This is an optimization exercise on Yosys and OpenROAD, whose aim is small area and a short achievable clock period, not a production implementation. Function was not checked in any run shown here: the RTL went through the layout flow alone.

## flow/design.v (module list and top-level ports; edited modules follow where they fit)
// module fm_demod: 1008 lines
module fm_demod (
    input  wire        clk,
    input  wire        rst,         
    input  wire        in_valid,
    input  wire [7:0]  in_i,
    input  wire [7:0]  in_q,
    output wire        out_valid,
    output wire [15:0] out_ph
);
  // ...
==> flow/run.sh <==
#!/bin/bash
# synth_recipe.tcl (not shown) runs the flow's synth.tcl, then flattens the netlist and writes it again
# the make line also repeats each setting of config.mk as NAME=value (left out here)
make -C /OpenROAD-flow-scripts/flow DESIGN_CONFIG=/design/flow/config.mk WORK_HOME=/design/flow/orfs CLKGATE_MAP_FILE= SYNTH_SCRIPT=/design/flow/synth_recipe.tcl finish
==> flow/config.mk <==
export PLATFORM = sky130hd
export DESIGN_NAME = fm_demod
export DESIGN_NICKNAME = fm_demod
export VERILOG_FILES = /design/flow/design.v
export SDC_FILE = /design/flow/constraint.sdc
export NUM_CORES = 4
export LEC_CHECK = 0
export CAP_MARGIN = 20
export CORE_MARGIN = 2
export CORE_UTILIZATION = 45
export SLEW_MARGIN = 20
==> flow/constraint.sdc <==
create_clock -name core_clock -period 7.0 [get_ports {clk}]
set_input_delay 1.4000 -clock core_clock [delete_from_list [all_inputs] [get_ports {clk}]]
set_output_delay 1.4000 -clock core_clock [all_outputs]
set_load 0.01 [all_outputs]
==> impl_metrics.py, run 1 <==
metrics = {
    "drt": {
        "wl_met2_mm": 43.32,
        "wl_met3_mm": 3.121,
    },
    "yosys": {
        "synth_most_common_cell": "dfxtp_1",
        "syn_area_per_cell_um2": 9.897,
        "netlist_area_um2": 43430,
        "yosys_warnings": 1,
    },
    "worst_setup_path": {
        "cp-end-kind": "flop",
        "r2r_cells": 12,
        "worst_ep_required_time_ns": 7.52,
        "reg2reg_to": "res_r1[7]",
        "start_kind": "flop",
        "critPathMaxStageDelay_ns": 0.77,
        "path_cells": "nand2_1, fa_1, inv_1, fa_1, inv_1, fa_1, inv_1, fa_1, inv_1, fa_1, inv_1, fa_1",
    },
    "outcome": {
        "outcome": "timing/DRC/antenna clean",
    },
    "clock_network": {
        "post_cts_buffers": 0,
        "cts_buffers": 79,
        "cts.clk_slew.worst_paths_ns": 0.06,
        "cts_root_buf": "clkbuf_16",
        "clock_sinks": 711,
    },
    "placed_design": {
        "place_congestion": 0.8333,
    },
    "cells_and_area": {
        "diodes": 2,
        "dominant-cell-class": "multi-input combinational cells",
        "most-common-layout-cells": "dfxtp_1 (690), xnor2_1 (416), inv_1 (408)",
        "layout_commonest_cell": "dfxtp_1",
        "final_area_um2": 47700,
        "instances_no_fill": 5732,
    },
    "floorplanning": {
        "pin_count": 36,
        "core_um2": 95290,
    },
    "global_route": {
        "grt_use_met2": 0.3221,
        "groute.usage.overall": 0.1840,
        "use_met1": 0.2357,
    },
    "hold_path": {
        "worstHoldPathCells": 0,
    },
}
==> run 2: changes to the inputs <==
--- a/flow/config.mk
+++ b/flow/config.mk
@@ -8,4 +8,5 @@
 export CAP_MARGIN = 20
 export CORE_MARGIN = 2
 export CORE_UTILIZATION = 45
+export SETUP_SLACK_MARGIN = 3.2
 export SLEW_MARGIN = 20
==> run 2 against run 1 <==
Effect of this change: wire length grew 2.4%; clock-buffer cell count is 11 lower; first-iteration DRC count decreased by 0.14%; fmax grew 13%; die area stayed put; still clean; critical path depth stayed put; worst setup slack better by 0.53 ns; sequential share of layout area shrank 0.77 points; global-route usage up 0.48 points.
==> impl_metrics.py, run 2 <==
metrics = {
    "outcome": {
        "outcome": "timing/DRC/antenna clean",
    },
    "clock_network": {
        "clock_sinks": 711,
        "cts_buffer_depth": 3,
        "clkLatencyLatePin_ns": 0.64,
        "cts_buffers": 80,
        "hold_buffers": 0,
        "cts.clk_slew.worst_paths_ns": 0.06,
        "h-tree-depth": 3,
        "cts_tree": "yes",
        "cts_root_buf": "clkbuf_16",
    },
    "yosys": {
        "ys_types": 84,
        "syn_area_per_cell_um2": 9.897,
        "syn_nets": 5093,
        "synth_top_area_cell": "dfxtp_1",
        "synth_edf_count": 18,
        "yosys_warnings": 1,
        "synthFlopType": "dfxtp_1",
        "syn_inst": 4388,
        "synth_most_common_cell": "dfxtp_1",
        "ys_seq_elements": 711,
        "ys_top_cells_by_area": "dfxtp_1 (32%), fa_1 (13%), ha_1 (11%)",
        "yosysSeqAreaShare": 0.3319,
        "ys_async_sr_fraction": 0,
        "yosys-top-cells-count": "dfxtp_1 (693), xnor2_1 (416), inv_1 (408)",
        "netlist_area_um2": 43430,
        "synth_top_area_frac": 0.3195,
    },
    "cells_and_area": {
        "nFillCells": 8629,
        "layout_commonest_cell": "dfxtp_1",
        "register_area_um2": 14480,
        "layout.nets": 5205,
        "final_area_um2": 49170,
        "fin_util": 0.5160,
        "most-common-layout-cells": "dfxtp_1 (671), xnor2_1 (416), ha_1 (394)",
        "multi_input_area_um2": 27300,
        "drive_gt1_frac": 0.09306,
        "area_growth_pct": 13.23,
        "diodes": 0,
    },
    "sta": {
        "slew_headroom": 0.4210,
        "fin_hold_ws_ns": 0.3047,
        "fin_crit_sh": 0.5798,
        "finalHoldViolCount": 0,
        "rsz0062_at_grt": "yes",
        "worstMarginPinSlew_ns": 0.8667,
        "slew_violations": 0,
        "setup_viol": 0,
        "fin_skew_ns": 0.02825,
        "fmax_ghz": 0.2464,
        "min_period_ns": 4.058,
        "setup_tns_ns": 0,
    },
    "placed_design": {
        "io_buffers": 34,
        "hpwlAfterDp_mm": 69.22,
        "place_congestion": 0.8330,
        "place_area_um2": 45130,
    },
    "flow_run": {
        "cap_violations": 0,
    },
    "floorplanning": {
        "pin_count": 36,
        "dieArea_um2": 99000,
        "initial_utilization": 0.4557,
        "rows": 113,
        "fp.dieW_um": 314.7,
        "core_um2": 95290,
        "die_y_um": 314.7,
    },
    "drt": {
        "wirelength_mm": 91.44,
        "vias": 29110,
        "drtPass1Iterations": 5,
        "postRouteAntennaNets": 0,
        "drtIter0Drc": 1428,
        "wl_per_cell_um": 15.68,
        "drc_errors": 0,
        "vias_per_cell": 4.991,
    },
    "worst_setup_path": {
        "cp-end-kind": "flop",
        "worst_ep_required_time_ns": 7.57,
        "start_kind": "flop",
        "cp.arrival_ns": 4.63,
        "r2r_cells": 12,
        "crit_type": "flop to flop",
        "cp_max_fo": 9,
    },
    "global_route": {
        "grt_max_degree": 38,
        "grt_pass1_vias": 29420,
        "grt_pass1_wl_mm": 151.3,
        "grt_remaining_overflow": 0,
        "antenna_found_initial": 0,
        "use_met3": 0.02592,
        "grt-busiest-layer": "met2",
        "use_met1": 0.2438,
        "groute.usage.overall": 0.1887,
        "grt_use_met2": 0.3298,
    },
    "hold_path": {
        "hold_class": "flop to flop",
        "worstHoldPathCells": 0,
    },
}
run 2: cell counts after synthesis:
No cell type changed its count.
run 2: cell families after synthesis:
group,Yosys count,synth area share
multiplexers,12,0.002910
AND/OR/NAND/NOR,1158,0.1370
adder cells (fa/ha/maj),686,0.2476
buffers and inverters,522,0.04541
AO/OA/AOI/OAI,588,0.09191
flip-flops,711,0.3319
other,1,0.00008635
XOR/XNOR,710,0.1432
run 2: worst max-delay path, cell delays in order, from the launching register on:
cell,delay [ns]
edfxtp_1,0.42
buf_6,0.17
and2_1,0.17
fa_1,0.50
fa_1,0.55
inv_2,0.05
fa_2,0.53
inv_2,0.04
fa_2,0.52
inv_2,0.04
fa_1,0.46
inv_1,0.05
fa_2,0.51
run 2: what timing repair did:
action                                  in CTS  in global routing
pin swaps                                   47                 33
resized for setup                           87                 57
buffers inserted                            63                 25
gates cloned                                 1                  0
endpoints found under the setup margin      48                 42
run 2: metal layers:
metal	part of all wire	wire, um
met5	0	0
met4	0.020	1800
met3	0.036	3302
met2	0.49	44870
met1	0.45	41470
run 2: layout make-up:
type                            instances  share of cell area
Multi-Input combinational cell       3155              0.5553
Sequential cell                       711              0.2945
Timing Repair Buffer                  144             0.02649
Clock inverter                         51             0.01481
Clock buffer                           98             0.04544
Tap cell                             1265             0.03219
Inverter                              408             0.03125
run 2: per-stage QoR:
stage	worst slack (ns)	std cells
3_5_place_dp	2.670	5594
6_report	2.942	5832
3_3_place_gp	2.725	5594
4_1_cts	2.967	5807
2_1_floorplan	3.157	4388
5_1_grt	2.882	5832
run 2: final timing paths:
check | to | slack (ns) | from
worst max-delay path | ims_r1[7] | 2.94 | prv_a[4]
worst min-delay path | b5_r12 | 0.30 | b5_r11
worst min register to register | b5_r12 | 0.30 | b5_r11
worst max register to register | ims_r1[7] | 2.94 | prv_a[4]

## what the ideal ports hide
How much do the figures lean on ideal ports? The routed layouts below were timed once more, with nothing changed but the port constraints. Step 1, drivers: a clkbuf_16 drives clk and a buf_2 each remaining input, both assumed. Step 2 times the ports against the registers' clock, not the clock port: input delays grow and output delays shrink by t, the midpoint of the rising clock arrivals with the driver on. Slacks: ideal ports / drivers / drivers and shift; pairs: ideal ports / drivers.
run	t (ns)	setup slack, ns	worst setup path after step 2	worst data-port slew with drivers (ns)
run 1	0.695	2.407 / 2.407 / 2.407	register to register	0.04
run 2	0.690	2.942 / 2.942 / 2.942	register to register	0.04
After both steps every run listed still meets setup and hold.
